This design comes from an exercise in tuning for small area, a short achievable clock period and few clock cycles per item on the open sky130 flow, not from production work.
In this exercise RTL edits were held to simulation tests only and were not proved equivalent to the original.
No activity file was given, so power comes from the tool's default toggle rates.

## flow/design.v (module list and top-level ports; edited modules follow where they fit)
// module bbfau_mpre: 12 lines
// module bbfau_redc: 42 lines
// module bbfau_mul32cs: 5417 lines
// module bbfau_exec: 338 lines
module bbfau_exec (
    input  wire         clk,
    input  wire         rst,         
    input  wire         in_valid,
    output wire         in_ready,
    input  wire [7:0]   in_op,
    input  wire [127:0] in_a,        
    input  wire [127:0] in_b,
    input  wire [63:0]  in_e,        
    output reg          out_valid,
    output wire [127:0] out_res,
    output reg  [1:0]   out_code     
);
  // ...
==> flow/run.sh <==
#!/bin/bash
# synth_recipe.tcl (not shown) runs the flow's synth.tcl, then flattens the netlist and writes it again
# the make line also repeats each setting of config.mk as NAME=value (left out here)
make -C /OpenROAD-flow-scripts/flow DESIGN_CONFIG=/design/flow/config.mk WORK_HOME=/design/flow/orfs CLKGATE_MAP_FILE= SYNTH_SCRIPT=/design/flow/synth_recipe.tcl finish
==> flow/config.mk <==
export PLATFORM = sky130hd
export DESIGN_NAME = bbfau_exec
export DESIGN_NICKNAME = bbfau_exec
export VERILOG_FILES = /design/flow/design.v
export SDC_FILE = /design/flow/constraint.sdc
export NUM_CORES = 4
export LEC_CHECK = 0
export CAP_MARGIN = 20
export CORE_MARGIN = 2
export CORE_UTILIZATION = 35
export SLEW_MARGIN = 20
==> flow/constraint.sdc <==
create_clock -name core_clock -period 36.0 [get_ports {clk}]
set_input_delay 7.2000 -clock core_clock [delete_from_list [all_inputs] [get_ports {clk}]]
set_output_delay 7.2000 -clock core_clock [all_outputs]
set_load 0.01 [all_outputs]
==> flow_metrics.py, run 1 <==
metrics = {
    "global_route": {
        "grt_pass1_vias": 63172,
        "antenna_found_initial": 34,
    },
    "placement": {
        "placed_area_sq_um": 77850,
    },
    "yosys": {
        "yosys_warnings": 4,
        "synth_top_area_share_pct": 28.04,
        "synth_xor_area_share_pct": 2.462,
        "ys_top_cells_by_count": "1425 x inv_1, 976 x fa_1, 934 x nor2_1",
        "synthMuxAreaShare_pct": 2.589,
        "synthAdderAreaFrac_pct": 34.18,
    },
    "die": {
        "ioPinCount": 463,
        "coreArea_sq_um": 197600,
    },
    "route": {
        "met3WireLength_microns": 40900,
        "highest_layer": "met5",
        "met1Wirelength_microns": 117100,
    },
    "worst_setup_path": {
        "reg2reg_depth": 28,
        "r2r-start": "u_xr2",
        "path_common_cell": "fa_1",
        "worst_setup_path_start_kind": "flip-flop",
        "critPathMaxStageDelay_ps": 830,
    },
    "finish": {
        "layout.nets": 9448,
        "mostFrequentLayoutCell": "inv_1",
    },
    "pwr": {
        "intPower_mw": 3.306,
        "netSwitchingPower_mw": 4.110,
        "pwr-share-seq_pct": 15.4,
    },
    "hold_path": {
        "hold_class": "reg -> reg",
    },
    "run_status": {
        "outcome": "timing/DRC/antenna clean",
    },
    "timing": {
        "worstMarginPinSlew_ps": 1255,
    },
    "clocking": {
        "cts_tree": "done",
    },
}
Testbench counts, summed over its fixed seeds: cycles 42,161, commands 4,800.
==> run 2, diff against run 1 <==
==> flow/flow/run.sh (new file) <==
#!/bin/bash
set -euo pipefail
bash standard.sh SETUP_SLACK_MARGIN=27 \
    "BUFFER_PORTS_ARGS=-buffer_cell sky130_fd_sc_hd__buf_1" finish \
    > standard_flow.log 2>&1
==> flow/standard.sh (new file) <==
#!/bin/bash
# synth_recipe.tcl (not shown) runs the flow's synth.tcl, then flattens the netlist and writes it again
# the make line also repeats each setting of config.mk as NAME=value (left out here)
make -C /OpenROAD-flow-scripts/flow DESIGN_CONFIG=/design/flow/config.mk WORK_HOME=/design/flow/orfs CLKGATE_MAP_FILE= SYNTH_SCRIPT=/design/flow/synth_recipe.tcl "${@:-finish}"
removed: flow/run.sh
==> run 2 against run 1 <==
Still clean. Sequential power about the same. Combinational power down 2%. Die area unchanged. Clock power down 2.5%. Via count up 0.50%. Sequential cell count unchanged. Synthesized cell count unchanged. Critical path depth down 27. Worst setup slack better by 650 ps. First-iteration DRC count down 0.99%. Maximum frequency up 7.3%. Final cell count about the same.
==> flow_metrics.py, run 2 <==
metrics = {
    "run_status": {
        "outcome": "timing/DRC/antenna clean",
    },
    "yosys": {
        "synthArstFlopShare_pct": 0,
        "synth-main-ff-cell": "edfxtp_1",
        "synth_area_per_cell_sq_um": 9.334,
        "synth_top_area_share_pct": 28.04,
        "ys_ff_latch": 617,
        "synth.distinct_cells": 96,
        "netlist_instances": 7465,
        "yosys_warnings": 4,
        "yosys.area.top_type": "fa_1",
        "synth_edf_count": 435,
        "ys_seq_area_share_pct": 23.98,
        "ys_top_cells_by_count": "1425 x inv_1, 976 x fa_1, 934 x nor2_1",
        "synth_nets": 9114,
        "mappedNetlistArea_sq_um": 69680,
        "synth_most_common_cell": "inv_1",
        "synth_top_cells_by_area": "fa_1 28%, edfxtp_1 19%, inv_1 7.7%",
    },
    "worst_setup_path": {
        "critPathMaxStageDelay_ps": 560,
        "required_ps": 28800,
        "crit_fanout": 4,
        "worstPathArrival_ps": 1760,
        "crit_path_end_kind": "primary output",
        "crit_family": "buffers and inverters",
        "worst_setup_path_start_kind": "flip-flop",
        "cp_cell_sequence": "buf_1",
        "r2r-start": "B[1][16]",
        "reg2reg_depth": 25,
        "r2r_slack_ps": 27140,
        "path_buf_inv": 1,
        "cpMaxStageDelayCell": "buf_1",
        "rr_endpoint": "u_yb[0]",
        "worst-setup-path-type": "reg -> out",
    },
    "route": {
        "avgViaCountPerCell": 5.917,
        "first_iter_violations": 8339,
        "routed_wl_microns": 336400,
        "routedWlPerCell_microns": 31.95,
        "drc": 0,
        "num_vias": 62296,
        "ant_nets": 0,
        "drt_first_pass_iters": 14,
    },
    "placement": {
        "io_buffer_count": 462,
        "gp_congestion": 1.016,
        "dp_hpwl_microns": 257200,
        "pre_cts_ws_ps": 26420,
    },
    "finish": {
        "area_growth_pct": 11.47,
        "layout.nets": 9457,
        "drive_gt1_share_pct": 7.942,
        "reg_top3": "A (128), B (128), R (128)",
        "most-common-layout-cells": "1425 x inv_1, 976 x fa_1, 932 x nor2_1",
        "mostFrequentLayoutCell": "inv_1",
    },
    "clocking": {
        "clockRootBuffer": "clkbuf_16",
        "postCtsHoldBufs": 0,
        "clk_pin_slew_ps": 60,
        "cts.sinks": 617,
        "htree_levels": 3,
        "cts_tree": "done",
        "clock_latency_ps": 740,
        "clk_path_buf_depth": 3,
        "numCtsBuffers": 74,
    },
    "timing": {
        "setup_violations": 0,
        "slew_headroom_pct": 17.88,
        "finalHoldViolations": 0,
        "fin_ws_ps": 27040,
        "drv_slew": 0,
        "fin_skew_ps": 66.07,
        "fin_crit_sh_pct": 24.90,
        "fmaxAchievable_mhz": 111.6,
        "min_period_ps": 8963,
        "setup_tns_ps": 0,
        "rsz0062_at_grt": "no",
        "worstMarginPinSlew_ps": 1224,
    },
    "die": {
        "dieHeight_microns": 450.2,
        "initial_core_util_pct": 35.26,
        "fp.dieW_microns": 450.2,
        "ioPinCount": 463,
        "fp-row-count": 163,
        "dieArea_sq_um": 202700,
        "coreArea_sq_um": 197600,
    },
    "flow_run": {
        "drv_cap": 0,
    },
    "global_route": {
        "antenna_found_initial": 22,
        "grt_pass1_vias": 63167,
        "grt-ovfl-total": 0,
        "grt_max_degree": 156,
        "grtUsageTotal_pct": 32.71,
        "grt_pass1_wl_microns": 471000,
    },
    "pwr": {
        "power_density_nw_per_um2": 93.71,
        "peakVddDrop_uv": 204.3,
        "leakage_nw": 32.29,
    },
    "hold_path": {
        "worstHoldStart": "s2_code[1]",
        "whs_endpoint": "out_code[1]",
        "hold_class": "reg -> reg",
        "hold_depth": 0,
    },
}
-- run 2: cell counts after synthesis --
Identical to the previous run, type by type.
-- run 2: cell type report --
type                       count  area (sq um)
fill                       19720        120000
multi-input combinational   5014         46400
sequential                   617         16720
inverter                    1429          5366
timing repair buffer         672          3337
tap                         2640          3303
clock buffer                  91          2001
clock inverter                47         488.0
antenna                       19         47.55
-- run 2: worst max-delay path by stage --
stage,depth (start not counted),from,endpoint
after global placement,12,in_a[1],u_lst
after global routing,27,A[0][5],t_m[31]
final,1,R[3][17],out_res[113]
after floorplan,0,rdy,in_ready
after detailed placement,12,in_a[1],u_lst
after CTS,24,s2_dl[0],R[1][12]
-- run 2: report_power, final --
group          switching, mW  internal, mW  total (mW)
sequential             0.187         0.949        1.14
clock                  0.345         0.441       0.785
combinational           3.52          1.84        5.36
-- run 2: metal layers --
metal / up-vias / track usage (%) / share of wire, %
met5: - / 0 / 0.044
met1: 31145 / 38.60 / 35
li1: 25293 / - / -
met3: 1199 / 9.916 / 12
met2: 4639 / 49.74 / 44
met4: 20 / 25.40 / 9.6
-- run 2: kinds of logic after synthesis --
group,after synthesis,share of synthesized area [%]
flops,617,23.98
simple gates,2034,13.07
mux,132,2.589
fa+ha+maj,1318,34.18
compound gates,1335,13.74
xor+xnor,195,2.462
buf+inv,1834,9.977
-- run 2: metrics by stage --
step	cells	hold slack [ps]	util [%]	cell area [sq um]	power, mW
global route	10513	353.2	39.28	77620	7.663
floorplan	7465	309.6	-	69690	4.539
detailed placement	10363	315.0	37.94	74990	6.293
CTS	10504	336.1	39.22	77500	7.104
finish	10529	336.3	39.30	77660	7.278
global placement	10363	312.7	37.94	74990	6.279
-- run 2: timing repair --
item,CTS,global route
setup endpoints to repair,2,69
gates resized for setup,1,24
cloned,0,0
buffers inserted,3,6
pin swaps,1,2
==> module bbfau_mpre, before the edit <==
module bbfau_mpre (
    input  wire [31:0] la,
    input  wire [31:0] lb,
    output wire [31:0] m,
    output wire        lc
);
    wire [4:0]  lo5 = la[4:0] + lb[4:0];
    wire [4:0]  k5  = {lo5[0], 4'b0} - lo5;
    wire [32:0] ls  = {1'b0, la} + {1'b0, lb};
    assign m  = {k5, 27'b0} - la - lb;
    assign lc = ls[32];
endmodule
==> module bbfau_redc, before the edit <==
module bbfau_redc (
    input  wire [31:0] m,
    input  wire        lc,
    input  wire [31:0] hs,
    input  wire [31:0] hc,
    input  wire [31:0] r,
    output wire [31:0] z
);
    localparam [39:0] NP1 = 40'd0 - {3'b0, 32'd2013265921, 5'b0};
    localparam [39:0] NP2 = 40'd0 - {2'b0, 32'd2013265921, 6'b0};
    wire        nz = |m;
    wire [39:0] o1 = {4'b0, m, 4'b0};
    wire [39:0] o2 = ~{8'b0, m};                   
    wire [39:0] o3 = {35'b0, m[31:27]};
    wire [39:0] o4 = {3'b0, hs, 5'b0};
    wire [39:0] o5 = {3'b0, hc, 5'b0};
    wire [39:0] o6 = {3'b0, r, 5'b0};
    wire [39:0] s1 = o1 ^ o2 ^ o3;
    wire [39:0] c1_m = (o1 & o2) | (o1 & o3) | (o2 & o3);
    wire [39:0] c1 = {c1_m[38:0], 1'b1};
    wire [39:0] s2x = o4 ^ o5 ^ o6;
    wire [39:0] c2x_m = (o4 & o5) | (o4 & o6) | (o5 & o6);
    wire [39:0] c2x = {c2x_m[38:0], 1'b0};
    wire [39:0] s2 = {s2x[39:5], nz, s2x[3:0]};
    wire [39:0] c2 = {c2x[39:6], lc, nz, c2x[3:0]};
    wire [39:0] s3 = s1 ^ c1 ^ s2;
    wire [39:0] c3_m = (s1 & c1) | (s1 & s2) | (c1 & s2);
    wire [39:0] c3 = {c3_m[38:0], 1'b0};
    wire [39:0] s4 = s3 ^ c3 ^ c2;
    wire [39:0] c4_m = (s3 & c3) | (s3 & c2) | (c3 & c2);
    wire [39:0] c4 = {c4_m[38:0], 1'b0};
    wire [39:0] s5 = s4 ^ c4 ^ NP1;
    wire [39:0] c5_m = (s4 & c4) | (s4 & NP1) | (c4 & NP1);
    wire [39:0] c5 = {c5_m[38:0], 1'b0};
    wire [39:0] s6 = s4 ^ c4 ^ NP2;
    wire [39:0] c6_m = (s4 & c4) | (s4 & NP2) | (c4 & NP2);
    wire [39:0] c6 = {c6_m[38:0], 1'b0};
    wire [39:0] h0 = s4 + c4;
    wire [39:0] h1 = s5 + c5;
    wire [39:0] h2 = s6 + c6;
    assign z = !h2[39] ? h2[36:5] : !h1[39] ? h1[36:5] : h0[36:5];
endmodule
==> module bbfau_exec, before the edit <==
module bbfau_exec (
    input  wire         clk,
    input  wire         rst,         
    input  wire         in_valid,
    output wire         in_ready,
    input  wire [7:0]   in_op,
    input  wire [127:0] in_a,        
    input  wire [127:0] in_b,
    input  wire [63:0]  in_e,        
    output reg          out_valid,
    output wire [127:0] out_res,
    output reg  [1:0]   out_code     
);
    localparam [31:0] P      = 32'd2013265921;
    localparam [31:0] ONE_M  = 32'd268435454;     
    localparam [31:0] R2     = 32'd1172168163;    
    localparam [31:0] C11    = 32'd939524073;     
    localparam [30:0] INV_E  = 31'h77FFFFFF;      
    localparam [1:0] CODE_OK = 2'd0, CODE_ILLEGAL = 2'd1, CODE_NOINV = 2'd2;
    function [3:0] mod15_37(input [36:0] v);
        reg [7:0] s;
        reg [4:0] u;
        begin
            s = v[3:0] + v[7:4] + v[11:8] + v[15:12] + v[19:16]
              + v[23:20] + v[27:24] + v[31:28] + v[35:32] + v[36];
            u = s[3:0] + s[7:4];                        
            u = (u >= 5'd15) ? (u - 5'd15) : u;         
            mod15_37 = (u[3:0] == 4'd15) ? 4'd0 : u[3:0];
        end
    endfunction
    reg [31:0] A [0:3];
    reg [31:0] B [0:3];
    reg [31:0] R [0:3];
    reg        rdy;
    reg        busy;
    reg        c_dir, c_m1, c_m2, c_ln, c_ln2, c_es, c_em, c_pw;
    reg        mont, f_sq, f_b0, f_enc, f_dec, f_inv;
    reg        a_add, a_neg, a_cmp, a_bc, a_padd, a_psub, a_sub;
    reg [1:0]  code_r;
    reg [4:0]  st;
    reg        pw_loop, pw_b, lastbit, rset, ezero;
    reg [30:0] E;
    reg        u_iss, u_dir, u_lst, u_fin, u_scal, u_acc;
    reg [1:0]  u_dl;
    reg [3:0]  u_xa, u_xr, u_yb, u_ya, u_yr;
    reg        u_xc11, u_xone, u_xr2;
    reg        u_yr2, u_yonem, u_yone;
    reg        s2_v, s2_acc, s2_scal, s2_fin, s2_alu, s2_bc;
    reg [1:0]  s2_code;
    reg [31:0] alu_r;
    reg [1:0]  s2_dl;
    reg [31:0] t_m, t_hs, t_hc;
    reg        t_lc;
    assign out_res  = {R[3], R[2], R[1], R[0]};
    assign in_ready = rdy;
    wire accept = in_valid && rdy;
    wire [63:0] e_raw = {B[1], B[0]};
    wire [30:0] e_red = f_inv ? INV_E :
                        (A[0] == 32'd0) ? {30'd0, |e_raw} :
                        {mod15_37(e_raw[63:27]), e_raw[26:0]};
    reg        n_busy, n_pw_loop, n_pw_b, n_lastbit, n_rset, n_ezero;
    reg [4:0]  n_st;
    reg [30:0] n_E;
    always @(*) begin
        n_busy = busy && !u_lst;
        n_st = st; n_pw_loop = pw_loop; n_pw_b = pw_b; n_lastbit = lastbit;
        n_rset = rset; n_ezero = ezero; n_E = E;
        if (c_pw) begin
            if (!pw_loop) begin
                n_st = st + 5'd1;
                if (!st[0]) begin
                    n_E       = e_red;
                    n_ezero   = (e_red == 31'd0);
                    n_lastbit = (e_red[30:1] == 30'd0);
                end else begin
                    n_pw_loop = 1'b1;
                    n_pw_b    = 1'b0;
                end
            end else begin
                n_pw_b = !pw_b;
                if (pw_b) begin
                    n_E       = E >> 1;
                    n_lastbit = (E[30:2] == 29'd0);
                    n_rset    = rset | E[0];
                end
            end
        end else begin
            n_st = st + 5'd1;
        end
    end
    reg        g_iss, g_dir, g_lst, g_fin, g_scal, g_acc;
    reg [1:0]  g_dl;
    reg        x_a, x_r, xc11, xone, xr2;
    reg [1:0]  xi;
    reg        y_b, y_a, y_r, yr2, yonem, yone;
    reg [1:0]  yi;
    reg [1:0]  k2, n2, j2, vk;
    reg        use_v;
    always @(*) begin
        g_iss = 1'b0; g_dir = 1'b0; g_lst = 1'b0; g_fin = 1'b0; g_scal = 1'b0;
        g_acc = 1'b0; g_dl = 2'd0;
        x_a = 1'b0; x_r = 1'b0; xc11 = 1'b0; xone = 1'b0; xr2 = 1'b0; xi = 2'd0;
        y_b = 1'b0; y_a = 1'b0; y_r = 1'b0; yr2 = 1'b0; yonem = 1'b0; yone = 1'b0; yi = 2'd0;
        k2 = 2'd0; n2 = 2'd0; j2 = 2'd0; vk = 2'd0; use_v = 1'b0;
        if (n_busy) begin
            case (1'b1)
            c_dir: begin
                g_dir = 1'b1;
                g_lst = !(a_padd || a_psub) || (n_st[1:0] == 2'd3);
                g_fin = g_lst;
            end
            c_m2: begin
                if (n_st[1]) begin
                    g_iss = 1'b1; x_r = 1'b1; yr2 = 1'b1;
                    g_scal = 1'b1; g_fin = 1'b1; g_lst = 1'b1;
                end
            end
            c_ln: begin
                g_iss = 1'b1; x_a = 1'b1; xi = n_st[1:0]; use_v = 1'b1; vk = n_st[1:0];
                g_dl = n_st[1:0];
                g_fin = (n_st[1:0] == 2'd3); g_lst = g_fin;
            end
            c_ln2: begin
                k2 = {n_st[2], n_st[0]};
                g_iss = 1'b1; xi = k2; g_dl = k2;
                if (!n_st[1]) begin x_a = 1'b1; use_v = 1'b1; vk = k2; end
                else          begin x_r = 1'b1; yr2 = 1'b1;           end
                g_fin = (n_st[2:0] == 3'd7); g_lst = g_fin;
            end
            c_es: begin
                k2 = {n_st[2], n_st[0]};
                if (n_st != 5'd1) begin
                    g_iss = 1'b1; x_a = 1'b1; xi = k2; y_r = 1'b1; yi = 2'd3; g_dl = k2;
                    g_fin = (n_st == 5'd5); g_lst = g_fin;
                end
            end
            c_em: begin
                g_iss = 1'b1;
                if (n_st[4:2] == 3'b111) begin
                    xc11 = 1'b1; y_b = 1'b1; yi = n_st[1:0]; g_dl = n_st[1:0];
                end else if (!n_st[4]) begin
                    k2 = n_st[3:2]; n2 = n_st[1:0]; j2 = k2 - n2;
                    x_a = 1'b1; xi = n2; yi = j2;
                    if (n2 > k2) y_r = 1'b1; else y_b = 1'b1;
                    g_dl = k2; g_acc = (n2 != 2'd0);
                    g_fin = mont && (n_st[3:0] == 4'd15); g_lst = g_fin;
                end else begin
                    x_r = 1'b1; xi = n_st[1:0]; yr2 = 1'b1; g_dl = n_st[1:0];
                    g_fin = (n_st[1:0] == 2'd3); g_lst = g_fin;
                end
            end
            c_pw: begin
                if (!n_pw_loop) begin
                    if (n_ezero) begin
                        g_iss = 1'b1; xone = 1'b1;
                        if (mont) yonem = 1'b1; else yone = 1'b1;
                        g_scal = 1'b1; g_fin = 1'b1; g_lst = 1'b1;
                    end
                end else if (!n_pw_b) begin
                    if (!n_lastbit) begin
                        g_iss = 1'b1; x_r = 1'b1; xi = 2'd1; y_r = 1'b1; yi = 2'd1; g_dl = 2'd1;
                    end
                end else if (n_E[0]) begin
                    g_iss = 1'b1; x_r = 1'b1; xi = 2'd1;
                    if (n_rset) y_r = 1'b1;
                    else if (mont) yonem = 1'b1;
                    else yone = 1'b1;
                    g_scal = n_lastbit; g_fin = n_lastbit; g_lst = n_lastbit;
                end
            end
            default: ;
            endcase
        end
        if (use_v) begin
            if (f_sq)       begin y_a = 1'b1; yi = vk;   end
            else if (f_b0)  begin y_b = 1'b1; yi = 2'd0; end
            else if (f_enc) yr2 = 1'b1;
            else if (f_dec) yone = 1'b1;
            else            begin y_b = 1'b1; yi = vk;   end
        end
    end
    wire op_bc   = (in_op == 8'h09);
    wire op_add  = (in_op == 8'h10);
    wire op_sub  = (in_op == 8'h11);
    wire op_neg  = (in_op == 8'h12);
    wire op_cmp  = (in_op == 8'h17);
    wire op_padd = (in_op == 8'h30);
    wire op_psub = (in_op == 8'h31);
    wire op_alu  = op_bc | op_add | op_sub | op_neg | op_cmp | op_padd | op_psub;
    wire op_m1   = (in_op == 8'h93) | (in_op == 8'h94);
    wire op_m2   = (in_op == 8'h13) | (in_op == 8'h14);
    wire op_enc  = (in_op == 8'h1A);
    wire op_dec  = (in_op == 8'h1B);
    wire op_esm  = (in_op == 8'hA1);
    wire op_ln   = (in_op == 8'hB2) | (in_op == 8'hB3) | op_esm | op_enc | op_dec;
    wire op_ln2  = (in_op == 8'h32) | (in_op == 8'h33);
    wire op_es   = (in_op == 8'h21);
    wire op_em   = (in_op == 8'h20) | (in_op == 8'hA0);
    wire op_pow  = (in_op == 8'h16) | (in_op == 8'h96);
    wire op_inv  = (in_op == 8'h15) | (in_op == 8'h95);
    wire inv0    = op_inv && (in_a[31:0] == 32'd0);
    wire op_pw   = op_pow | (op_inv & !inv0);
    wire op_dir  = !(op_m1 | op_m2 | op_ln | op_ln2 | op_es | op_em | op_pw);
    wire op_sq   = (in_op == 8'h14) | (in_op == 8'h94) | (in_op == 8'h33) | (in_op == 8'hB3);
    wire op_mul1 = op_m1 | op_m2 | op_ln | op_ln2 | op_pw;    
    wire i_dir   = op_dir;
    wire i_lst   = (i_dir & !op_padd & !op_psub) | op_m1;
    reg [31:0] mm_x, mm_y;
    integer k;
    always @(*) begin
        mm_x = (u_xc11 ? C11 : 32'd0) |
               (u_xone ? ONE_M : 32'd0) | (u_xr2 ? R2 : 32'd0);
        mm_y = (u_yr2 ? R2 : 32'd0) |
               (u_yonem ? ONE_M : 32'd0) | (u_yone ? 32'd1 : 32'd0);
        for (k = 0; k < 4; k = k + 1) begin
            mm_x = mm_x | (u_xa[k] ? A[k] : 32'd0) | (u_xr[k] ? R[k] : 32'd0);
            mm_y = mm_y | (u_yb[k] ? B[k] : 32'd0) | (u_ya[k] ? A[k] : 32'd0) |
                          (u_yr[k] ? R[k] : 32'd0);
        end
    end
    wire [31:0] m_la, m_lb, m_hs, m_hc, m_m;
    wire        m_lc;
    bbfau_mul32cs u_mul (.x(mm_x), .y(mm_y), .la(m_la), .lb(m_lb), .hs(m_hs), .hc(m_hc));
    bbfau_mpre    u_pre (.la(m_la), .lb(m_lb), .m(m_m), .lc(m_lc));
    wire [31:0] racc = s2_acc ? R[s2_dl] : 32'd0;
    wire [31:0] z;
    bbfau_redc u_redc (.m(t_m), .lc(t_lc), .hs(t_hs), .hc(t_hc), .r(racc), .z(z));
    wire [1:0]  ln   = st[1:0];
    wire [31:0] sx0  = a_neg ? 32'd0 : A[ln];
    wire [31:0] sy0  = a_neg ? A[0]  : B[ln];
    wire        asub = a_sub | a_neg | a_psub | a_cmp;
    wire [32:0] au   = {1'b0, sx0} + {1'b0, asub ? ~sy0 : sy0} + {32'd0, asub};
    wire [32:0] aw   = {1'b0, au[31:0]} + {1'b0, asub ? P : (32'd0 - P)};
    wire [31:0] l0   = asub ? (au[32] ? au[31:0] : aw[31:0])
                            : (aw[32] ? aw[31:0] : au[31:0]);
    wire [31:0] cmpv = (au[32] && au[31:0] == 32'd0) ? 32'd0 : !au[32] ? 32'd1 : 32'd2;
    always @(posedge clk) begin
        if (rdy) begin
            for (k = 0; k < 4; k = k + 1) A[k] <= in_a[32*k +: 32];
            if (in_op[2:0] == 3'b110) begin
                B[0] <= in_e[31:0];
                B[1] <= in_e[63:32];
            end else begin
                B[0] <= in_b[31:0];
                B[1] <= in_b[63:32];
            end
            B[2] <= in_b[95:64];
            B[3] <= in_b[127:96];
        end
        t_m     <= m_m;
        t_hs    <= m_hs;
        t_hc    <= m_hc;
        t_lc    <= m_lc;
        s2_dl   <= u_dl;
        s2_acc  <= u_acc;
        s2_scal <= u_scal;
        s2_fin  <= u_fin;
        alu_r   <= a_bc ? A[0] : a_cmp ? cmpv : l0;
        s2_alu  <= u_dir;
        s2_bc   <= a_bc;
        s2_code <= u_dir ? code_r : CODE_OK;
        if (u_dir) begin
            s2_dl   <= (a_padd || a_psub) ? ln : 2'd0;
            s2_scal <= !(a_padd || a_psub || a_bc);
        end
        if (s2_v || s2_alu) begin
            for (k = 0; k < 4; k = k + 1)
                if (k == s2_dl || (s2_alu && s2_bc))
                    R[k] <= s2_alu ? alu_r : z;
                else if (s2_scal && k != 0)
                    R[k] <= 32'd0;
        end
        out_code <= s2_code;
        busy <= n_busy; st <= n_st; pw_loop <= n_pw_loop; pw_b <= n_pw_b;
        lastbit <= n_lastbit; rset <= n_rset; ezero <= n_ezero; E <= n_E;
        u_iss <= g_iss; u_dir <= g_dir; u_lst <= g_lst; u_fin <= g_fin;
        u_scal <= g_scal; u_acc <= g_acc; u_dl <= g_dl;
        for (k = 0; k < 4; k = k + 1) begin
            u_xa[k] <= x_a && (xi == k);
            u_xr[k] <= x_r && (xi == k);
            u_yb[k] <= y_b && (yi == k);
            u_ya[k] <= y_a && (yi == k);
            u_yr[k] <= y_r && (yi == k);
        end
        u_xc11 <= xc11; u_xone <= xone; u_xr2 <= xr2;
        u_yr2 <= yr2; u_yonem <= yonem; u_yone <= yone;
        rdy <= !n_busy || g_lst;
        if (accept) begin
            busy    <= 1'b1;
            st      <= op_em ? 5'd29 : 5'd0;
            pw_loop <= 1'b0;
            pw_b    <= 1'b0;
            rset    <= 1'b0;
            mont    <= in_op[7];
            c_dir <= op_dir; c_m1 <= op_m1; c_m2 <= op_m2; c_ln <= op_ln;
            c_ln2 <= op_ln2; c_es <= op_es; c_em <= op_em; c_pw <= op_pw;
            f_sq  <= op_sq; f_b0 <= op_esm; f_enc <= op_enc; f_dec <= op_dec;
            f_inv <= op_inv;
            a_add <= op_add; a_sub <= op_sub; a_neg <= op_neg; a_cmp <= op_cmp;
            a_bc  <= op_bc; a_padd <= op_padd; a_psub <= op_psub;
            code_r <= inv0 ? CODE_NOINV : op_alu ? CODE_OK : CODE_ILLEGAL;
            u_iss  <= !op_dir;
            u_dir  <= i_dir;
            u_lst  <= i_lst;
            u_fin  <= op_m1 | (op_dir & !op_padd & !op_psub);
            u_scal <= op_m1 | op_m2;
            u_acc  <= 1'b0;
            u_dl   <= op_em | op_pw ? 2'd1 : op_es ? 2'd3 : 2'd0;
            u_xa   <= {3'b0, op_mul1};
            u_xr   <= 4'd0;
            u_xc11 <= op_em;
            u_xone <= 1'b0;
            u_xr2  <= op_es;
            u_ya   <= {3'b0, op_sq};
            u_yb   <= {2'b0, op_em, (op_m1 | op_m2 | op_ln | op_ln2) & !op_sq & !op_enc & !op_dec | op_es};
            u_yr   <= 4'd0;
            u_yr2  <= op_enc | (op_pw & !in_op[7]);
            u_yonem <= op_pw & in_op[7];
            u_yone <= op_dec;
            rdy    <= i_lst;
        end
        if (rst) begin
            busy      <= 1'b0;
            rdy       <= 1'b1;
            u_iss     <= 1'b0;
            u_dir     <= 1'b0;
            u_lst     <= 1'b0;
            u_fin     <= 1'b0;
            s2_v      <= 1'b0;
            s2_alu    <= 1'b0;
            s2_fin    <= 1'b0;
            out_valid <= 1'b0;
        end else begin
            s2_v      <= u_iss;
            out_valid <= s2_fin;
        end
    end
endmodule
==> run 3, diff against run 2 <==
--- a/flow/design.v
+++ b/flow/design.v
@@ -4,3 +4,3 @@
     output wire [31:0] m,
-    output wire        lc
+    output wire [1:0]  mh
 );
@@ -8,5 +8,5 @@
     wire [4:0]  k5  = {lo5[0], 4'b0} - lo5;
-    wire [32:0] ls  = {1'b0, la} + {1'b0, lb};
-    assign m  = {k5, 27'b0} - la - lb;
-    assign lc = ls[32];
+    wire [33:0] mn  = {2'b10, 32'b0} - {2'b0, la} - {2'b0, lb};
+    assign m  = {mn[31:27] + k5, mn[26:0]};
+    assign mh = mn[33:32];
 endmodule
@@ -14,3 +14,3 @@
     input  wire [31:0] m,
-    input  wire        lc,
+    input  wire [1:0]  mh,
     input  wire [31:0] hs,
@@ -23,2 +23,3 @@
     wire        nz = |m;
+    wire        lc = !mh[1] && (!mh[0] || !nz);
     wire [39:0] o1 = {4'b0, m, 4'b0};
@@ -5523,3 +5524,3 @@
     reg [31:0] t_m, t_hs, t_hc;
-    reg        t_lc;
+    reg [1:0]  t_mh;
     assign out_res  = {R[3], R[2], R[1], R[0]};
@@ -5692,8 +5693,8 @@
     wire [31:0] m_la, m_lb, m_hs, m_hc, m_m;
-    wire        m_lc;
+    wire [1:0]  m_mh;
     bbfau_mul32cs u_mul (.x(mm_x), .y(mm_y), .la(m_la), .lb(m_lb), .hs(m_hs), .hc(m_hc));
-    bbfau_mpre    u_pre (.la(m_la), .lb(m_lb), .m(m_m), .lc(m_lc));
+    bbfau_mpre    u_pre (.la(m_la), .lb(m_lb), .m(m_m), .mh(m_mh));
     wire [31:0] racc = s2_acc ? R[s2_dl] : 32'd0;
     wire [31:0] z;
-    bbfau_redc u_redc (.m(t_m), .lc(t_lc), .hs(t_hs), .hc(t_hc), .r(racc), .z(z));
+    bbfau_redc u_redc (.m(t_m), .mh(t_mh), .hs(t_hs), .hc(t_hc), .r(racc), .z(z));
     wire [1:0]  ln   = st[1:0];
@@ -5723,3 +5724,3 @@
         t_hc    <= m_hc;
-        t_lc    <= m_lc;
+        t_mh    <= m_mh;
         s2_dl   <= u_dl;
--- a/flow/config.mk
+++ b/flow/config.mk
@@ -9,3 +9,3 @@
 export CORE_MARGIN = 2
-export CORE_UTILIZATION = 35
+export CORE_UTILIZATION = 40
 export SLEW_MARGIN = 20
==> run 3 against run 2 <==
Largest power group unchanged. Non-clock buffer count is 92 higher. Wire length is 2.4% higher. Final area is 0.55% higher. Critical path type unchanged.
==> flow_metrics.py, run 3 <==
metrics = {
    "timing": {
        "whs_ps": 333.1,
        "min_period_ps": 9009,
        "fin_skew_ps": 50.85,
        "fin_crit_sh_pct": 25.02,
        "drv_slew": 0,
        "setup_tns_ps": 0,
        "rsz0062_at_grt": "yes",
        "fin_ws_ps": 26990,
        "finalHoldViolations": 0,
        "setup_violations": 0,
        "worstMarginPinSlew_ps": 1172,
        "slew_headroom_pct": 21.28,
        "fmaxAchievable_mhz": 111.0,
    },
    "worst_setup_path": {
        "r2r_slack_ps": 27020,
        "path_depth": 1,
        "reg2reg_depth": 38,
        "cpMaxStageDelayCell": "edfxtp_1",
        "critPathMaxStageDelay_ps": 640,
        "rr_endpoint": "t_m[31]",
        "worstSetupEndpoint": "out_res[117]",
        "cp_cell_sequence": "buf_1",
        "cp-startpoint": "R[3][21]",
        "crit_fanout": 4,
        "path_buf_inv": 1,
        "worst_setup_path_start_kind": "flip-flop",
        "required_ps": 28800,
        "r2r-start": "u_xa[0]",
        "worstPathArrival_ps": 1810,
        "crit_family": "flip-flops",
        "worst-setup-path-type": "reg -> out",
        "crit_path_end_kind": "primary output",
    },
    "hold_path": {
        "hold_class": "reg -> reg",
    },
    "flow_run": {
        "drv_cap": 0,
    },
    "yosys": {
        "mappedNetlistArea_sq_um": 68560,
        "yosys.area.top_type": "fa_1",
        "synthArstFlopShare_pct": 0,
        "synth_nets": 9042,
        "synth.distinct_cells": 90,
        "synth-simple-area-share_pct": 12.82,
        "synth_top_area_share_pct": 28.41,
        "ys_seq_area_share_pct": 24.40,
        "synth_xor_area_share_pct": 2.619,
        "netlist_instances": 7412,
        "synth_top_family_by_area": "adder cells",
        "ys_top_cells_by_count": "1445 x inv_1, 973 x fa_1, 943 x nor2_1",
        "synth_edf_count": 435,
        "synth_area_per_cell_sq_um": 9.250,
        "synthAdderAreaFrac_pct": 34.36,
        "yosys_warnings": 4,
        "synth_compound_area_share_pct": 13.36,
        "synth-main-ff-cell": "edfxtp_1",
        "ys_ff_latch": 618,
        "synth_most_common_cell": "inv_1",
        "synth_top_cells_by_area": "fa_1 28%, edfxtp_1 19%, inv_1 7.9%",
        "synthMuxAreaShare_pct": 2.327,
    },
    "global_route": {
        "grtUsageTotal_pct": 38.73,
        "grt_max_degree": 71,
        "grt_pass1_vias": 61278,
        "grt_pass1_wl_microns": 470800,
        "grt-ovfl-total": 0,
        "antenna_found_initial": 37,
    },
    "pwr": {
        "peakVddDrop_uv": 174.7,
        "switching_share_pct": 58.68,
        "leakage_nw": 32.78,
        "clock_power_share_pct": 8.6,
        "power_density_nw_per_um2": 117.4,
        "combPwrFrac_pct": 78.7,
        "pwr-share-seq_pct": 12.7,
        "netSwitchingPower_mw": 5.380,
        "intPower_mw": 3.788,
    },
    "placement": {
        "io_buffer_count": 462,
        "placed_area_sq_um": 73380,
        "pre_cts_ws_ps": 26050,
        "dp_hpwl_microns": 254700,
        "gp_congestion": 1.039,
    },
    "die": {
        "fp.dieW_microns": 418.0,
        "coreArea_sq_um": 169800,
        "fp-row-count": 151,
        "dieHeight_microns": 418.0,
        "initial_core_util_pct": 40.37,
        "dieArea_sq_um": 174700,
        "ioPinCount": 463,
    },
    "finish": {
        "reg_top3": "A (128), B (128), R (128)",
        "fillers": 16481,
        "multi_input_area_sq_um": 45930,
        "regArea_sq_um": 16750,
        "most-common-layout-cells": "1444 x inv_1, 964 x fa_1, 941 x nor2_1",
        "layout.nets": 9492,
        "stdcell_area_sq_um": 78090,
        "drive_gt1_share_pct": 9.405,
        "mostFrequentLayoutCell": "inv_1",
        "area_growth_pct": 13.91,
    },
    "clocking": {
        "cts.sinks": 618,
        "clockRootBuffer": "clkbuf_16",
        "numCtsBuffers": 73,
        "postCtsHoldBufs": 0,
        "cts_tree": "done",
        "htree_levels": 3,
        "clock_latency_ps": 720,
        "clk_pin_slew_ps": 60,
        "clk_path_buf_depth": 3,
    },
    "route": {
        "routedWlPerCell_microns": 33.93,
        "avgViaCountPerCell": 6.091,
        "first_iter_violations": 9080,
        "drc": 0,
        "drt_first_pass_iters": 10,
        "ant_nets": 0,
        "routed_wl_microns": 344400,
        "num_vias": 61819,
    },
    "run_status": {
        "outcome": "timing/DRC/antenna clean",
    },
}
run 3: cell types whose count changed in the layout (fill, tap and decap cells not counted), sizes merged, moves of 21 or more:
cell    previous run  this run
mux2i             34        12
o211a             32         0
or2               89        60
buf              669       753
a21oi            304       360
a211oi            34        55
xor2              39        65
nand2b            86        50
nand2            484       561
run 3: metal layers:
metal	global-route usage [%]	up-vias	share of wire (%)
met5	0	-	0.053
met4	30.21	28	9.8
met3	12.45	1086	13
met2	56.22	4564	42
met1	47.55	30950	36
li1	-	25191	-
run 3: power groups by stage:
stage	combinational [mW]	sequential, mW	clock [mW]
5_1_grt	7.69	1.16	0.819
4_1_cts	6.73	1.16	0.792
2_1_floorplan	4.29	1.06	0
6_report	7.22	1.16	0.788
3_3_place_gp	6.64	1.17	0
3_5_place_dp	6.66	1.17	0
run 3: area by class of cell:
type	instances	share of cell area (%)
clock inverter	47	0.7338
sequential	618	21.44
multi-input combinational	4958	58.81
antenna	11	0.03525
clock buffer	87	2.472
timing repair buffer	764	5.990
inverter	1447	6.963
tap	2218	3.554
run 3: worst min-delay path by stage:
stage	start	end	cells past startpoint
6_report	s2_code[1]	out_code[1]	0
5_1_grt	s2_code[1]	out_code[1]	0
4_1_cts	s2_code[1]	out_code[1]	0
3_5_place_dp	s2_code[0]	out_code[0]	0
3_3_place_gp	s2_code[1]	out_code[1]	0
2_1_floorplan	s2_code[0]	out_code[0]	0
run 3: timing repair:
item	4_1_cts	5_1_grt
resized for setup	89	131
buffers inserted	31	70
gates cloned	5	6
setup endpoints to repair	17	95
pin swaps	15	61
run 3: kinds of logic after synthesis:
group                    after synthesis
XOR/XNOR                             205
buffers and inverters               1839
flip-flops                           618
AO/OA/AOI/OAI                       1325
multiplexers                         111
AND/OR/NAND/NOR                     2015
adder cells (fa/ha/maj)             1299
run 3: stage by stage:
step                      utilization [%]  total power [mW]  std cells
after detailed placement            43.21             7.827       9893
after global routing                45.96             9.660      10140
after CTS                           45.16             8.677      10063
final                               45.98             9.167      10150
after global placement              43.20             7.815       9893
after floorplan                         -             5.347       7412
Testbench counts of run 3, summed over its fixed seeds: cycles 42,161, commands 4,800.
==> run 4, diff against run 3 <==
==> flow/flow/run.sh (replaced) <==
#!/bin/bash
set -euo pipefail
bash standard.sh SETUP_SLACK_MARGIN=28 \
    "BUFFER_PORTS_ARGS=-buffer_cell sky130_fd_sc_hd__buf_1" finish \
    > standard_flow.log 2>&1
==> run 4 against run 3 <==
Area after synthesis unchanged. Global-route usage shrank 0.17 points. Highest routed layer unchanged. Clock power is 3.6% higher. Final area up 4.6%. Synthesized cell count unchanged. Worst hold slack lost 4.4 ps. Still clean.
==> flow_metrics.py, run 4 <==
metrics = {
    "timing": {
        "fmaxAchievable_mhz": 112.3,
        "setup_tns_ps": 0,
        "worstMarginPinSlew_ps": 1062,
        "finalHoldViolations": 0,
        "fin_crit_sh_pct": 24.74,
        "min_period_ps": 8908,
        "rsz0062_at_grt": "yes",
        "setup_violations": 0,
        "drv_slew": 0,
        "slew_headroom_pct": 29.05,
        "fin_skew_ps": 59.89,
    },
    "finish": {
        "reg_top3": "A (128), B (128), R (128)",
        "multi_input_area_sq_um": 46780,
        "mostFrequentLayoutCell": "inv_1",
        "area_growth_pct": 19.10,
        "regArea_sq_um": 16770,
        "most-common-layout-cells": "1429 x inv_1, 946 x fa_1, 932 x nor2_1",
        "fillers": 15909,
        "drive_gt1_share_pct": 14.60,
        "layout.nets": 9712,
    },
    "clocking": {
        "clk_pin_slew_ps": 60,
        "numCtsBuffers": 76,
        "clk_path_buf_depth": 3,
        "cts.sinks": 618,
        "clock_latency_ps": 770,
        "htree_levels": 3,
        "postCtsHoldBufs": 0,
        "cts_tree": "done",
        "clockRootBuffer": "clkbuf_16",
    },
    "yosys": {
        "synth.distinct_cells": 90,
        "synth_edf_count": 435,
        "synth_area_per_cell_sq_um": 9.250,
        "ys_top_cells_by_count": "1445 x inv_1, 973 x fa_1, 943 x nor2_1",
        "yosys.area.top_type": "fa_1",
        "netlist_instances": 7412,
        "synthAdderAreaFrac_pct": 34.36,
        "synth-main-ff-cell": "edfxtp_1",
        "synth_compound_area_share_pct": 13.36,
        "synth_xor_area_share_pct": 2.619,
        "ys_ff_latch": 618,
        "synthArstFlopShare_pct": 0,
        "synth_nets": 9042,
        "synth_most_common_cell": "inv_1",
        "synth_top_family_by_area": "adder cells",
        "synth_top_cells_by_area": "fa_1 28%, edfxtp_1 19%, inv_1 7.9%",
        "synthMuxAreaShare_pct": 2.327,
        "mappedNetlistArea_sq_um": 68560,
        "synth-simple-area-share_pct": 12.82,
        "yosys_warnings": 4,
        "synth_top_area_share_pct": 28.41,
        "ys_seq_area_share_pct": 24.40,
    },
    "global_route": {
        "top_usage_layer": "met2",
        "grt_max_degree": 83,
        "use_met3_pct": 12.01,
        "grt-ovfl-total": 0,
        "antenna_found_initial": 13,
        "grt_pass1_vias": 62616,
        "use_met2_pct": 56.16,
        "grtUsageTotal_pct": 38.55,
        "globalRouteMet1Util_pct": 47.15,
        "grt_pass1_wl_microns": 471700,
    },
    "pwr": {
        "peakVddDrop_uv": 142.3,
        "combPwrFrac_pct": 79.0,
        "power_density_nw_per_um2": 113.5,
        "switching_share_pct": 57.08,
        "clock_power_share_pct": 8.8,
        "pwr-share-seq_pct": 12.2,
        "netSwitchingPower_mw": 5.290,
        "p_total_mw": 9.268,
        "intPower_mw": 3.978,
        "leakage_nw": 34.65,
    },
    "die": {
        "fp-row-count": 151,
        "dieArea_sq_um": 174700,
        "fp.dieW_microns": 418.0,
        "coreArea_sq_um": 169800,
        "ioPinCount": 463,
        "initial_core_util_pct": 40.37,
        "dieHeight_microns": 418.0,
    },
    "worst_setup_path": {
        "crit_path_end_kind": "flip-flop",
        "required_ps": 36680,
        "cpMaxStageDelayCell": "fa_1",
        "critPathMaxStageDelay_ps": 590,
        "worstPathArrival_ps": 9590,
        "worst_setup_path_start_kind": "flip-flop",
        "path_common_cell": "xnor2_1",
        "crit_fanout": 33,
        "worst-setup-path-type": "reg -> reg",
    },
    "route": {
        "drt_first_pass_iters": 10,
        "num_vias": 62853,
        "drc": 0,
        "ant_nets": 0,
        "routed_wl_microns": 342800,
        "routedWlPerCell_microns": 33.07,
        "first_iter_violations": 9105,
        "avgViaCountPerCell": 6.063,
    },
    "flow_run": {
        "drv_cap": 0,
    },
    "placement": {
        "gp_congestion": 1.064,
        "dp_hpwl_microns": 250700,
        "io_buffer_count": 462,
    },
    "hold_path": {
        "hold_class": "reg -> reg",
    },
    "run_status": {
        "outcome": "timing/DRC/antenna clean",
    },
}
-- run 4: per-layer routing --
metal | vias to the layer above | routed length, microns
li1 | 25563 | -
met1 | 31221 | 119800
met2 | 4811 | 143100
met3 | 1242 | 44010
met4 | 16 | 35670
met5 | - | 264
-- run 4: power by group through the flow --
stage | sequential, mW | clock (mW) | combinational (mW)
after floorplan | 1.06 | 0 | 4.33
after global placement | 1.18 | 0 | 6.42
after detailed placement | 1.18 | 0 | 6.45
after CTS | 1.12 | 0.824 | 6.73
after global routing | 1.13 | 0.848 | 7.75
final | 1.13 | 0.816 | 7.32
-- run 4: worst paths after layout --
check,cells past startpoint,to,slack [ps],startpoint
worst max register to register,38,t_m[31],27090,u_ya[0]
worst min-delay path,0,s2_acc,330,u_acc
worst min register to register,0,s2_acc,330,u_acc
worst max-delay path,38,t_m[31],27090,u_ya[0]
-- run 4: cell families (layout without fill, tap and decap cells) --
kind of cell,after synthesis,in the layout
mux,111,111
other cells,0,5
flops,618,618
fa+ha+maj,1299,1299
simple gates,2015,2017
xor+xnor,205,205
buf+inv,1839,2566
compound gates,1325,1327
-- run 4: timing repair --
item | CTS | global route
setup buffers | 237 | 81
gates cloned | 8 | 5
endpoints found under the hold margin | 0 | 0
resized for setup | 323 | 264
pin swaps | 49 | 76
endpoints found under the setup margin | 377 | 308
-- run 4: area by class of cell --
cell class	instances	area share, %
repair buffers	980	8.884
inverters	1447	6.656
clock buffers	92	2.501
flip-flops and latches	618	20.54
multi-input cells	4959	57.29
well taps	2218	3.399
diodes	5	0.01532
clock inverters	47	0.7187
-- run 4: metrics by stage --
stage / util [%] / instances / setup WS, ps / hold slack (ps) / area (sq um)
floorplan: - / 7412 / 26780 / 309.6 / 70030
global placement: 43.55 / 9888 / 26560 / 312.5 / 73980
detailed placement: 43.56 / 9889 / 26540 / 315.4 / 73980
CTS: 47.04 / 10273 / 27180 / 330.1 / 79900
global route: 48.07 / 10363 / 26910 / 334.3 / 81650
finish: 48.07 / 10366 / 27090 / 328.7 / 81650
-- run 4: worst max-delay path: cells and delay by family (launching register included) --
kind / cells / cell delay, ps
AOI/OAI and AO/OA: 11 / 2140
xor gates and xnor gates: 5 / 710
adders and majority gates: 10 / 3900
buffers and inverters: 7 / 720
DFF: 1 / 330
and+or+nand+nor: 5 / 940
==> run 5, diff against run 4 <==
==> flow/flow/run.sh (replaced) <==
#!/bin/bash
set -euo pipefail
bash standard.sh SETUP_SLACK_MARGIN=27 \
    "BUFFER_PORTS_ARGS=-buffer_cell sky130_fd_sc_hd__buf_1" finish \
    > standard_flow.log 2>&1
--- a/flow/config.mk
+++ b/flow/config.mk
@@ -7,5 +7,6 @@
 export LEC_CHECK = 0
-export CAP_MARGIN = 20
+export CAP_MARGIN = 10
 export CORE_MARGIN = 2
 export CORE_UTILIZATION = 40
-export SLEW_MARGIN = 20
+export CTS_BUF_LIST = sky130_fd_sc_hd__clkbuf_8
+export SLEW_MARGIN = 10
==> run 5 against run 4 <==
Still clean on timing, DRC and antenna. Area after synthesis did not move. Clock-buffer cell count rose by 26. Die area did not move. Clock skew rose by 33 ps. Utilization fell by 2.2 points. Power fell by 2.4%. Register-to-register slack got worse by 60 ps. Final cell count fell by 1.4%. Sequential share of layout area rose by 0.98 points. Final area fell by 4.7%. Critical path type is now reg -> out. Critical endpoint is now out_res[73]. Largest power group unchanged.
==> flow_metrics.py, run 5 <==
metrics = {
    "run_status": {
        "outcome": "timing/DRC/antenna clean",
    },
    "yosys": {
        "synth-main-ff-cell": "edfxtp_1",
        "synth_most_common_cell": "inv_1",
        "synth_top_cells_by_area": "fa_1 28%, edfxtp_1 19%, inv_1 7.9%",
        "ys_seq_area_share_pct": 24.40,
        "synth_top_area_share_pct": 28.41,
        "synth_edf_count": 435,
        "synth_area_per_cell_sq_um": 9.250,
        "mappedNetlistArea_sq_um": 68560,
        "netlist_instances": 7412,
        "ys_top_cells_by_count": "1445 x inv_1, 973 x fa_1, 943 x nor2_1",
        "synthArstFlopShare_pct": 0,
        "yosys.area.top_type": "fa_1",
        "synth_nets": 9042,
        "yosys_warnings": 4,
        "ys_ff_latch": 618,
        "synth.distinct_cells": 90,
    },
    "route": {
        "routed_wl_microns": 340500,
        "ant_nets": 0,
        "num_vias": 62278,
        "drc": 0,
        "avgViaCountPerCell": 6.093,
        "first_iter_violations": 8855,
        "drt_first_pass_iters": 11,
        "routedWlPerCell_microns": 33.31,
    },
    "die": {
        "initial_core_util_pct": 40.37,
        "fp.dieW_microns": 418.0,
        "coreArea_sq_um": 169800,
        "ioPinCount": 463,
        "dieArea_sq_um": 174700,
        "dieHeight_microns": 418.0,
        "fp-row-count": 151,
    },
    "clocking": {
        "cts.sinks": 618,
        "htree_levels": 3,
        "clk_pin_slew_ps": 60,
        "cts_tree": "done",
        "clockRootBuffer": "clkbuf_8",
        "clk_path_buf_depth": 3,
        "clock_latency_ps": 930,
        "numCtsBuffers": 107,
    },
    "timing": {
        "fin_skew_ps": 92.50,
        "setup_violations": 0,
        "min_period_ps": 9014,
        "finalHoldViolations": 0,
        "rsz0062_at_grt": "yes",
        "setup_tns_ps": 0,
        "slew_headroom_pct": 6.619,
        "worstMarginPinSlew_ps": 1391,
        "fmaxAchievable_mhz": 110.9,
        "drv_slew": 0,
        "fin_crit_sh_pct": 25.04,
    },
    "finish": {
        "reg_top3": "A (128), B (128), R (128)",
        "most-common-layout-cells": "1463 x inv_1, 967 x fa_1, 940 x nor2_1",
        "multi_input_area_sq_um": 45760,
        "fin_cells": 10221,
        "area_growth_pct": 13.53,
        "regArea_sq_um": 16750,
        "layout.nets": 9531,
        "fillers": 16541,
        "drive_gt1_share_pct": 9.914,
        "mostFrequentLayoutCell": "inv_1",
    },
    "global_route": {
        "grtUsageTotal_pct": 38.50,
        "grt_max_degree": 71,
        "grt-ovfl-total": 0,
        "grt_pass1_vias": 61491,
        "grt_pass1_wl_microns": 469500,
        "antenna_found_initial": 38,
    },
    "hold_path": {
        "hold_class": "reg -> reg",
        "worstHoldStart": "s2_code[1]",
    },
    "worst_setup_path": {
        "worstPathArrival_ps": 1810,
        "worst-setup-path-type": "reg -> out",
        "cpMaxStageDelayCell": "edfxtp_1",
        "critPathMaxStageDelay_ps": 600,
        "cp_cell_sequence": "buf_4, buf_1",
        "worst_setup_path_start_kind": "flip-flop",
        "crit_family": "flip-flops",
        "crit_fanout": 4,
        "r2r-start": "u_ya[2]",
        "path_buf_inv": 2,
        "cp-startpoint": "R[2][9]",
        "required_ps": 28800,
        "crit_path_end_kind": "primary output",
    },
    "placement": {
        "dp_hpwl_microns": 254800,
        "dpl.cell_count": 9893,
        "gp_congestion": 1.039,
        "io_buffer_count": 462,
    },
    "pwr": {
        "peakVddDrop_uv": 159.6,
        "leakage_nw": 32.86,
        "power_density_nw_per_um2": 116.2,
    },
    "flow_run": {
        "drv_cap": 0,
    },
}
## run 5: cell counts after synthesis
Identical to the previous run, type by type.
## run 5: what timing repair did
| item | in CTS | in global routing |
|---|---|---|
| hold buffers | 0 | 0 |
| setup buffers | 44 | 66 |
| pin swaps | 8 | 47 |
| endpoints found under the setup margin | 54 | 107 |
| gates resized for setup | 51 | 154 |
| gates cloned | 2 | 5 |
## run 5: worst reg2reg max path, delay by kind of cell (launching register included)
kind | cells | cell delay (ps)
AND/OR/NAND/NOR | 3 | 480
XOR/XNOR | 5 | 720
adder cells (fa/ha/maj) | 11 | 4940
buffers and inverters | 7 | 790
AO/OA/AOI/OAI | 6 | 1630
flip-flops | 1 | 380
## run 5: final timing paths
path,slack [ps],end,depth (start not counted)
min reg2reg,340,out_code[1],0
max reg2reg,27030,t_m[31],32
max,26990,out_res[73],2
min,340,out_code[1],0
## run 5: cell families after synthesis
family	share of synthesized area [%]
multiplexers	2.327
flip-flops	24.40
buffers and inverters	10.12
adder cells (fa/ha/maj)	34.36
XOR/XNOR	2.619
AO/OA/AOI/OAI	13.36
AND/OR/NAND/NOR	12.82
## run 5: per-stage QoR
step | worst slack (ps) | instance area [sq um] | hold WS (ps) | total power [mW] | util, %
after CTS | 26790 | 76450 | 338.8 | 8.628 | 45.01
final | 26990 | 77840 | 335.4 | 9.045 | 45.83
after global placement | 26130 | 73380 | 317.2 | 7.815 | 43.20
after global routing | 26780 | 77810 | 345.4 | 9.524 | 45.81
after floorplan | 26780 | 68590 | 309.6 | 5.347 | -
after detailed placement | 26070 | 73380 | 317.2 | 7.824 | 43.20
## run 5: layout make-up
| type | count | share of cell area, % |
|---|---|---|
| clock inverters | 79 | 0.9998 |
| multi-input cells | 4956 | 58.79 |
| diodes | 14 | 0.04501 |
| flip-flops and latches | 618 | 21.51 |
| well taps | 2218 | 3.565 |
| clock buffers | 118 | 2.086 |
| repair buffers | 771 | 6.013 |
| inverters | 1447 | 6.986 |
## run 5: routing by layer
metal,track usage (%),wire (microns)
met1,47.63,122100
met2,55.86,143100
met3,11.56,41110
met4,30.51,33940
met5,0,240
## run 5: power by group
part           total, mW  switching (mW)  internal (mW)
sequential          1.15           0.181          0.970
clock              0.731           0.336          0.395
combinational       7.16            4.80           2.36

[what the ideal ports hide]
The flow's constraints put no driver on any port. The routed layouts listed below were extracted and timed again, unchanged, in two steps.
Step 1 assumes that a clkbuf_16 drives the clock port and a buf_2 every other input.
Step 2 moves the port delays by t, midway between the first and last clock arrival at a register: inputs arrive t later, outputs are due t later. That takes back most of the time a late clock gives input paths.
Three values: no drivers, after step 1, after step 2; two values: the first two.
| run | t (ns) | setup WS [ns] | worst setup path at the end | slew at the worst register clock pin (ns) | worst data-port slew with drivers (ns) |
|---|---|---|---|---|---|
| run 1 | 0.788 | 26.384 / 26.348 / 25.878 | input to register | 0.07 / 0.07 | 0.15 |
| run 2 | 0.805 | 27.037 / 26.943 / 26.527 | input to register | 0.07 / 0.07 | 0.15 |
| run 3 | 0.792 | 26.991 / 26.894 / 26.286 | input to register | 0.09 / 0.09 | 0.08 |
| run 4 | 0.844 | 27.092 / 27.092 / 26.910 | input to register | 0.07 / 0.07 | 0.09 |
| run 5 | 0.978 | 26.986 / 26.890 / 26.332 | input to register | 0.07 / 0.07 | 0.09 |
After both steps setup and hold are still met in every run listed. For run 3, which loses most, drivers alone change the setup slack by -0.097 ns; drivers and shift together by -0.705 ns.
